Source: an optimization exercise on an open RTL-to-GDS flow (aim: small area). Production flows keep margins and buffers that such runs may drop.
Only simulation tests tie the RTL to the original design; equivalence was not proved.
The clock port is modelled as an ideal driver; clocking choices that lean on that would not hold on a real chip.
No activity file was given, so power comes from the tool's default toggle rates.

## adhat_engine
module adhat_engine (
    input  wire        clk,
    input  wire        rst,           
    input  wire        req_valid,
    output wire        req_ready,
    input  wire [4:0]  req_op,
    input  wire        req_adc,
    input  wire        req_sel,
    input  wire [7:0]  req_a,
    input  wire [7:0]  req_b,
    input  wire [7:0]  req_c,
    input  wire [7:0]  req_d,
    input  wire [7:0]  req_e,
    input  wire [7:0]  req_len,
    output wire [7:0]  lst_idx,
    input  wire        lst_sel,
    input  wire [7:0]  lst_a,
    input  wire [7:0]  lst_b,
    output wire        tp_valid,
    output reg  [3:0]  tp_kind,
    output reg  [7:0]  tp_data,
    input  wire        tp_ack,
    input  wire        tp_fail,
    input  wire [7:0]  tp_rdata,
    input  wire        tp_rdy,
    output wire        rsp_valid,
    output wire        val_valid,
    output wire [3:0]  rsp_status,
    output wire [31:0] rsp_value,
    output wire [7:0]  rsp_info_a,
    output wire [7:0]  rsp_info_b,
    output wire [7:0]  rsp_index,
    input  wire [4:0]  mir_addr,
    output wire [7:0]  mir_data,
    output reg  [2:0]  cfg_gain1,
    output reg  [3:0]  cfg_rate1,
    output reg  [2:0]  cfg_filt1,
    output reg         cfg_imode1,
    output reg  [2:0]  cfg_gain2,
    output reg  [1:0]  cfg_rate2,
    output reg         cfg_imode2,
    output reg         alive
);
clock: 10.0 ns
lec_check: 0
cap_margin: 20
core_margin: 2
core_utilization: 40
place_density: 0.6
slew_margin: 20
standard.sh (not shown) runs the stock make flow with config.mk's settings and CLKGATE_MAP_FILE= SYNTH_SCRIPT=/design/flow/synth_recipe.tcl, a recipe that flattens the netlist after the stock synthesis.
==> flow/flow/run.sh <==
#!/bin/bash
# The standard layout (the standard.sh: unchanged synthesis and steps), with two changes:
#  - the port buffers are made of the smallest buffer cell instead of the resizer's default;
#  - clock tree synthesis clusters up to 20 sinks per clkbuf_16 and adds no dummy loads.
set -euo pipefail
bash standard.sh \
  "BUFFER_PORTS_ARGS=-buffer_cell sky130_fd_sc_hd__buf_1" \
  "CTS_ARGS=-sink_clustering_enable -repair_clock_nets -dont_use_dummy_load -buf_list sky130_fd_sc_hd__clkbuf_16 -sink_clustering_size 20 -sink_clustering_max_diameter 100" \
  finish > standard_flow.log 2>&1
The baseline went through all stages and came out clean.
Next try:
==> flow/flow/run.sh (replaced) <==
#!/bin/bash
# The standard layout (the standard.sh: unchanged synthesis and steps), with two changes:
#  - the port buffers are made of the smallest buffer cell instead of the resizer's default;
#  - clock tree synthesis clusters up to 30 sinks per clkbuf_16 and adds no dummy loads.
set -euo pipefail
bash standard.sh \
  "BUFFER_PORTS_ARGS=-buffer_cell sky130_fd_sc_hd__buf_1" \
  "CTS_ARGS=-sink_clustering_enable -repair_clock_nets -dont_use_dummy_load -buf_list sky130_fd_sc_hd__clkbuf_16 -sink_clustering_size 30 -sink_clustering_max_diameter 100" \
  finish > standard_flow.log 2>&1
First-iteration DRC count is lower slightly.
Via count climbs slightly.
Count of clock-buffer cells in the layout decreases by 3.
Critical path depth is unchanged.
Synthesized cell count does not change.
Power came out lower slightly.
Global-route usage hardly moves.
Register-to-register slack gains 0.09 ns.
Worst hold slack stays flat.
Area after synthesis is unchanged.


adhat_engine, a different RTL version from the one above (not shown whole).
Size in the first run: roughly 1500 cells after synthesis, roughly 310 flip-flops, roughly 200 I/O pins, about 16000 um2 of cells after synthesis.
clock: 10.0 ns
lec_check: 0
cap_margin: 20
core_margin: 2
core_utilization: 40
gpl_routability_driven: 0
place_density: 0.6
slew_margin: 20
==> flow/flow/run.sh <==
#!/bin/bash
# The standard layout (the standard.sh and its ORFS steps), with these changes:
#  - synthesis is the standard flow's synthesis script with an area-oriented ABC script for the
#    combinational logic (flow/synth.tcl, flow/abc_area.script); registers are unchanged;
#  - the port buffers are made of the smallest buffer cell instead of the resizer's default;
#  - clock tree synthesis clusters up to 24 sinks per clkbuf_16 and adds no dummy loads;
#  - the resizer repairs nets with the small buffers only (flow/small_buffers.tcl, sourced
#    before each step that may insert buffers).
set -euo pipefail
F="$PWD/flow"
export AREA_ABC_SCRIPT="$F/abc_area.script"
bash standard.sh \
  "SYNTH_SCRIPT=$F/synth.tcl" \
  "BUFFER_PORTS_ARGS=-buffer_cell sky130_fd_sc_hd__buf_1" \
  "CTS_ARGS=-sink_clustering_enable -repair_clock_nets -dont_use_dummy_load -buf_list sky130_fd_sc_hd__clkbuf_16 -sink_clustering_size 24 -sink_clustering_max_diameter 100" \
  "PRE_GLOBAL_PLACE_TCL=$F/small_buffers.tcl" "PRE_RESIZE_TCL=$F/small_buffers.tcl" \
  "PRE_DETAIL_PLACE_TCL=$F/small_buffers.tcl" "PRE_CTS_TCL=$F/small_buffers.tcl" \
  "PRE_REPAIR_TIMING_POST_PLACE_TCL=$F/small_buffers.tcl" "PRE_GLOBAL_ROUTE_TCL=$F/small_buffers.tcl" \
  finish > standard_flow.log 2>&1
==> flow/flow/abc_area.script <==
strash
&get -n
&fraig -x
&put
scorr
dc2
strash
dc2
strash
&get -n
&deepsyn -T 30
&dch -f
&nf -a -R 1000
&put
topo
==> flow/flow/synth.tcl <==
# The standard flow's synthesis script (synth_recipe.tcl: ORFS synthesis without Yosys's fsm and share
# passes, then flattened, with the function-call nets renamed), except that the combinational
# logic is mapped with an area-oriented ABC script (flow/abc_area.script). The registers are
# mapped before ABC runs, so they are the standard synthesis's, with the same names and cells.
proc synth {args} { yosys synth -nofsm -noshare {*}$args }
proc abc {args} {
    set i [lsearch -exact $args -script]
    if {$i >= 0} { set args [lreplace $args [expr {$i + 1}] [expr {$i + 1}] $::env(AREA_ABC_SCRIPT)] }
    yosys abc {*}$args
}
source $::env(SCRIPTS_DIR)/synth.tcl
# left out here: clear keep_hierarchy, flatten, clean up, hide names made inside functions, write 1_2_yosys.v
Other scripts of this flow, unchanged in this note and not shown: flow/flow/small_buffers.tcl
Change:
==> flow/flow/run.sh (replaced) <==
#!/bin/bash
# The standard layout (the standard.sh: unchanged synthesis and steps), with three changes:
#  - the port buffers are made of the smallest buffer cell instead of the resizer's default;
#  - clock tree synthesis clusters up to 24 sinks per clkbuf_16 and adds no dummy loads;
#  - the resizer repairs nets with the small buffers only (flow/small_buffers.tcl, sourced
#    before each step that may insert buffers).
set -euo pipefail
H="$PWD/flow/small_buffers.tcl"
bash standard.sh \
  "BUFFER_PORTS_ARGS=-buffer_cell sky130_fd_sc_hd__buf_1" \
  "CTS_ARGS=-sink_clustering_enable -repair_clock_nets -dont_use_dummy_load -buf_list sky130_fd_sc_hd__clkbuf_16 -sink_clustering_size 24 -sink_clustering_max_diameter 100" \
  "PRE_GLOBAL_PLACE_TCL=$H" "PRE_RESIZE_TCL=$H" "PRE_DETAIL_PLACE_TCL=$H" "PRE_CTS_TCL=$H" \
  "PRE_REPAIR_TIMING_POST_PLACE_TCL=$H" "PRE_GLOBAL_ROUTE_TCL=$H" \
  finish > standard_flow.log 2>&1
removed: flow/flow/abc_area.script
removed: flow/flow/synth.tcl
What happened: The new run went through all stages and came out clean. Combinational power went up by 17%. Worst setup slack is better by 160 ps. Global-route usage is about the same. Core utilization is lower by 1.4 points. Total power grows by about 6.4%. Via count rises by about 10%. Maximum frequency is higher by 2.5%. Flip-flop and latch count is unchanged. Wire length goes up by 11%. Die area went up by about 10%. Cell count rose by about 10%.


## run a
Another version of the RTL of adhat_engine (not shown whole).
Size in the first run: about 1500 cells after synthesis, ~310 flip-flops.
export LEC_CHECK = 0
export CAP_MARGIN = 20
export CORE_MARGIN = 2
export CORE_UTILIZATION = 40
export GPL_ROUTABILITY_DRIVEN = 0
export PLACE_DENSITY = 0.6
export SLEW_MARGIN = 20
create_clock -name core_clock -period 10.0 [get_ports {clk}]
==> flow/flow/run.sh <==
#!/bin/bash
# The standard layout (the standard.sh and its ORFS steps), with these changes:
#  - synthesis is the standard flow's synthesis script with an area-oriented ABC script for the
#    combinational logic (flow/synth.tcl, flow/abc_area.script); registers are unchanged;
#  - the port buffers are made of the smallest buffer cell instead of the resizer's default;
#  - clock tree synthesis clusters up to 24 sinks per clkbuf_16 and adds no dummy loads;
#  - the resizer repairs nets with the small buffers only (flow/small_buffers.tcl, sourced
#    before each step that may insert buffers).
set -euo pipefail
F="$PWD/flow"
export AREA_ABC_SCRIPT="$F/abc_area.script"
bash standard.sh \
  "SYNTH_SCRIPT=$F/synth.tcl" \
  "BUFFER_PORTS_ARGS=-buffer_cell sky130_fd_sc_hd__buf_1" \
  "CTS_ARGS=-sink_clustering_enable -repair_clock_nets -dont_use_dummy_load -buf_list sky130_fd_sc_hd__clkbuf_16 -sink_clustering_size 24 -sink_clustering_max_diameter 100" \
  "PRE_GLOBAL_PLACE_TCL=$F/small_buffers.tcl" "PRE_RESIZE_TCL=$F/small_buffers.tcl" \
  "PRE_DETAIL_PLACE_TCL=$F/small_buffers.tcl" "PRE_CTS_TCL=$F/small_buffers.tcl" \
  "PRE_REPAIR_TIMING_POST_PLACE_TCL=$F/small_buffers.tcl" "PRE_GLOBAL_ROUTE_TCL=$F/small_buffers.tcl" \
  finish > standard_flow.log 2>&1
==> flow/flow/abc_area.script <==
strash
&get -n
&fraig -x
&put
scorr
dc2
strash
dc2
strash
&get -n
&deepsyn -J 60 -T 900
&dch -f
&nf -a -R 1000
&put
topo
Other scripts of this flow, unchanged in this note and not shown: flow/flow/small_buffers.tcl, flow/flow/synth.tcl
## Diff of input files: run b against run a
==> flow/flow/abc_area.script <==
strash
&get -n
&fraig -x
&put
scorr
dc2
strash
dc2
strash
&get -n
&deepsyn -T 90
&dch -f
&nf -a -R 1000
&put
topo
- Compared run a against run b; non-clock buffer count within noise.
- Count of cell instances traversed by the critical path across run a and run b: no real change.
- Pin count of the biggest net entering global routing came out exactly the same in run a and run b.


Another version of the RTL of adhat_engine (not shown whole).
For scale: roughly 1800 cells after synthesis, roughly 18000 um^2 of cells after synthesis.
Settings: LEC_CHECK=0, CAP_MARGIN=20, CORE_MARGIN=2, CORE_UTILIZATION=40, PLACE_DENSITY=0.6, SLEW_MARGIN=20; clock period 10.0 ns.
==> flow/flow/run.sh <==
#!/bin/bash
# The standard layout (the standard.sh: unchanged synthesis and steps), with two changes:
#  - the port buffers are made of the smallest buffer cell instead of the resizer's default;
#  - clock tree synthesis clusters up to 20 sinks per clkbuf_16 and adds no dummy loads.
set -euo pipefail
bash standard.sh \
  "BUFFER_PORTS_ARGS=-buffer_cell sky130_fd_sc_hd__buf_1" \
  "CTS_ARGS=-sink_clustering_enable -repair_clock_nets -dont_use_dummy_load -buf_list sky130_fd_sc_hd__clkbuf_16 -sink_clustering_size 20 -sink_clustering_max_diameter 100" \
  finish > standard_flow.log 2>&1
==> next run, changes <==
==> flow/flow/run.sh (replaced) <==
#!/bin/bash
# The standard layout (the standard.sh: unchanged synthesis and steps), with three changes:
#  - the port buffers are made of the smallest buffer cell instead of the resizer's default;
#  - clock tree synthesis clusters up to 20 sinks per clkbuf_16 and adds no dummy loads;
#  - the resizer repairs nets with the small buffers only (flow/small_buffers.tcl, sourced
#    before each step that may insert buffers).
set -euo pipefail
H="$PWD/flow/small_buffers.tcl"
bash standard.sh \
  "BUFFER_PORTS_ARGS=-buffer_cell sky130_fd_sc_hd__buf_1" \
  "CTS_ARGS=-sink_clustering_enable -repair_clock_nets -dont_use_dummy_load -buf_list sky130_fd_sc_hd__clkbuf_16 -sink_clustering_size 20 -sink_clustering_max_diameter 100" \
  "PRE_GLOBAL_PLACE_TCL=$H" "PRE_RESIZE_TCL=$H" "PRE_DETAIL_PLACE_TCL=$H" "PRE_CTS_TCL=$H" \
  "PRE_REPAIR_TIMING_POST_PLACE_TCL=$H" "PRE_GLOBAL_ROUTE_TCL=$H" \
  finish > standard_flow.log 2>&1
==> flow/flow/small_buffers.tcl (new file) <==
# Sourced before each placement, resizing, clock-tree and routing step: the resizer may
# use only the small buffers (buf_1, buf_2) when it repairs slew, capacitance or timing.
set_dont_use {sky130_fd_sc_hd__buf_4 sky130_fd_sc_hd__buf_6 sky130_fd_sc_hd__buf_8 sky130_fd_sc_hd__buf_12 sky130_fd_sc_hd__buf_16 sky130_fd_sc_hd__bufbuf_8 sky130_fd_sc_hd__bufbuf_16}
--- a/flow/config.mk
+++ b/flow/config.mk
@@ -9,4 +9,5 @@
 export CORE_MARGIN = 2
-export CORE_UTILIZATION = 40
-export PLACE_DENSITY = 0.6
+export CORE_UTILIZATION = 65
+export GPL_ROUTABILITY_DRIVEN = 0
+export PLACE_DENSITY = 0.8
 export SLEW_MARGIN = 20
=>
- The changed run finished with timing, DRC and antenna clean
- setup slack is worse by 0.014 ns
- fmax is about the same
- synthesized area stays the same
- worst hold slack hardly moves
- final area drops by a few percent
- register-to-register slack is worse by 0.57 ns
- core utilization climbs by 27 points
==> next run, changes <==
==> flow/flow/run.sh (replaced) <==
#!/bin/bash
# The standard layout (the standard.sh: unchanged synthesis and steps), with three changes:
#  - the port buffers are made of the smallest buffer cell instead of the resizer's default;
#  - clock tree synthesis clusters up to 24 sinks per clkbuf_16 and adds no dummy loads;
#  - the resizer repairs nets with the small buffers only (flow/small_buffers.tcl, sourced
#    before each step that may insert buffers).
set -euo pipefail
H="$PWD/flow/small_buffers.tcl"
bash standard.sh \
  "BUFFER_PORTS_ARGS=-buffer_cell sky130_fd_sc_hd__buf_1" \
  "CTS_ARGS=-sink_clustering_enable -repair_clock_nets -dont_use_dummy_load -buf_list sky130_fd_sc_hd__clkbuf_16 -sink_clustering_size 24 -sink_clustering_max_diameter 100" \
  "PRE_GLOBAL_PLACE_TCL=$H" "PRE_RESIZE_TCL=$H" "PRE_DETAIL_PLACE_TCL=$H" "PRE_CTS_TCL=$H" \
  "PRE_REPAIR_TIMING_POST_PLACE_TCL=$H" "PRE_GLOBAL_ROUTE_TCL=$H" \
  finish > standard_flow.log 2>&1
--- a/flow/config.mk
+++ b/flow/config.mk
@@ -9,5 +9,5 @@
 export CORE_MARGIN = 2
-export CORE_UTILIZATION = 65
+export CORE_UTILIZATION = 40
 export GPL_ROUTABILITY_DRIVEN = 0
-export PLACE_DENSITY = 0.8
+export PLACE_DENSITY = 0.6
 export SLEW_MARGIN = 20
=> The changed run completed with no timing, DRC or antenna violations. Sequential cell count stays the same. Sequential power hardly moves. Clock-buffer cell count shrinks by 1. Wire length went up by 8.3%. Die area rises by 61%. Setup slack gains 0.11 ns. Clock skew rises by 0.014 ns. Utilization fell by 27 points. Worst hold slack gets worse by 0.0059 ns. Register-to-register slack gets better by 0.33 ns.

static timing again, ports no longer ideal:
How much do the figures lean on ideal ports? The routed layouts below were timed once more, with nothing changed but the port constraints.
Step 1: set_driving_cell puts a clkbuf_16 on clk and a buf_2 on each other input, an assumption about the parent block.
Step 2, shift: input delay + t, output delay - t, t = (earliest + latest rising clock arrival at the registers) / 2. This alone moves slack from input paths to output paths.
a / b / c = no drivers / after step 1 / after step 2; a / b = the first two.
run	shift t [ns]	setup slack, ns	worst setup path after step 2
the first run of note 1	0.587	3.577 / 3.546 / 3.546	input to output
the second run of note 1	0.579	3.664 / 3.633 / 3.633	input to output
the first run of note 2	0.562	3.508 / 3.483 / 3.483	input to output
the second run of note 2	0.578	3.664 / 3.611 / 3.772	input to output
run a	0.565	3.676 / 3.653 / 3.653	input to output
run b	0.565	3.676 / 3.653 / 3.653	input to output
the first run of note 4	0.581	3.707 / 3.677 / 3.677	input to output
the second run of note 4	0.560	3.693 / 3.669 / 3.669	input to output
the third run of note 4	0.570	3.805 / 3.780 / 3.780	input to output
After both steps every run listed still meets setup and hold.
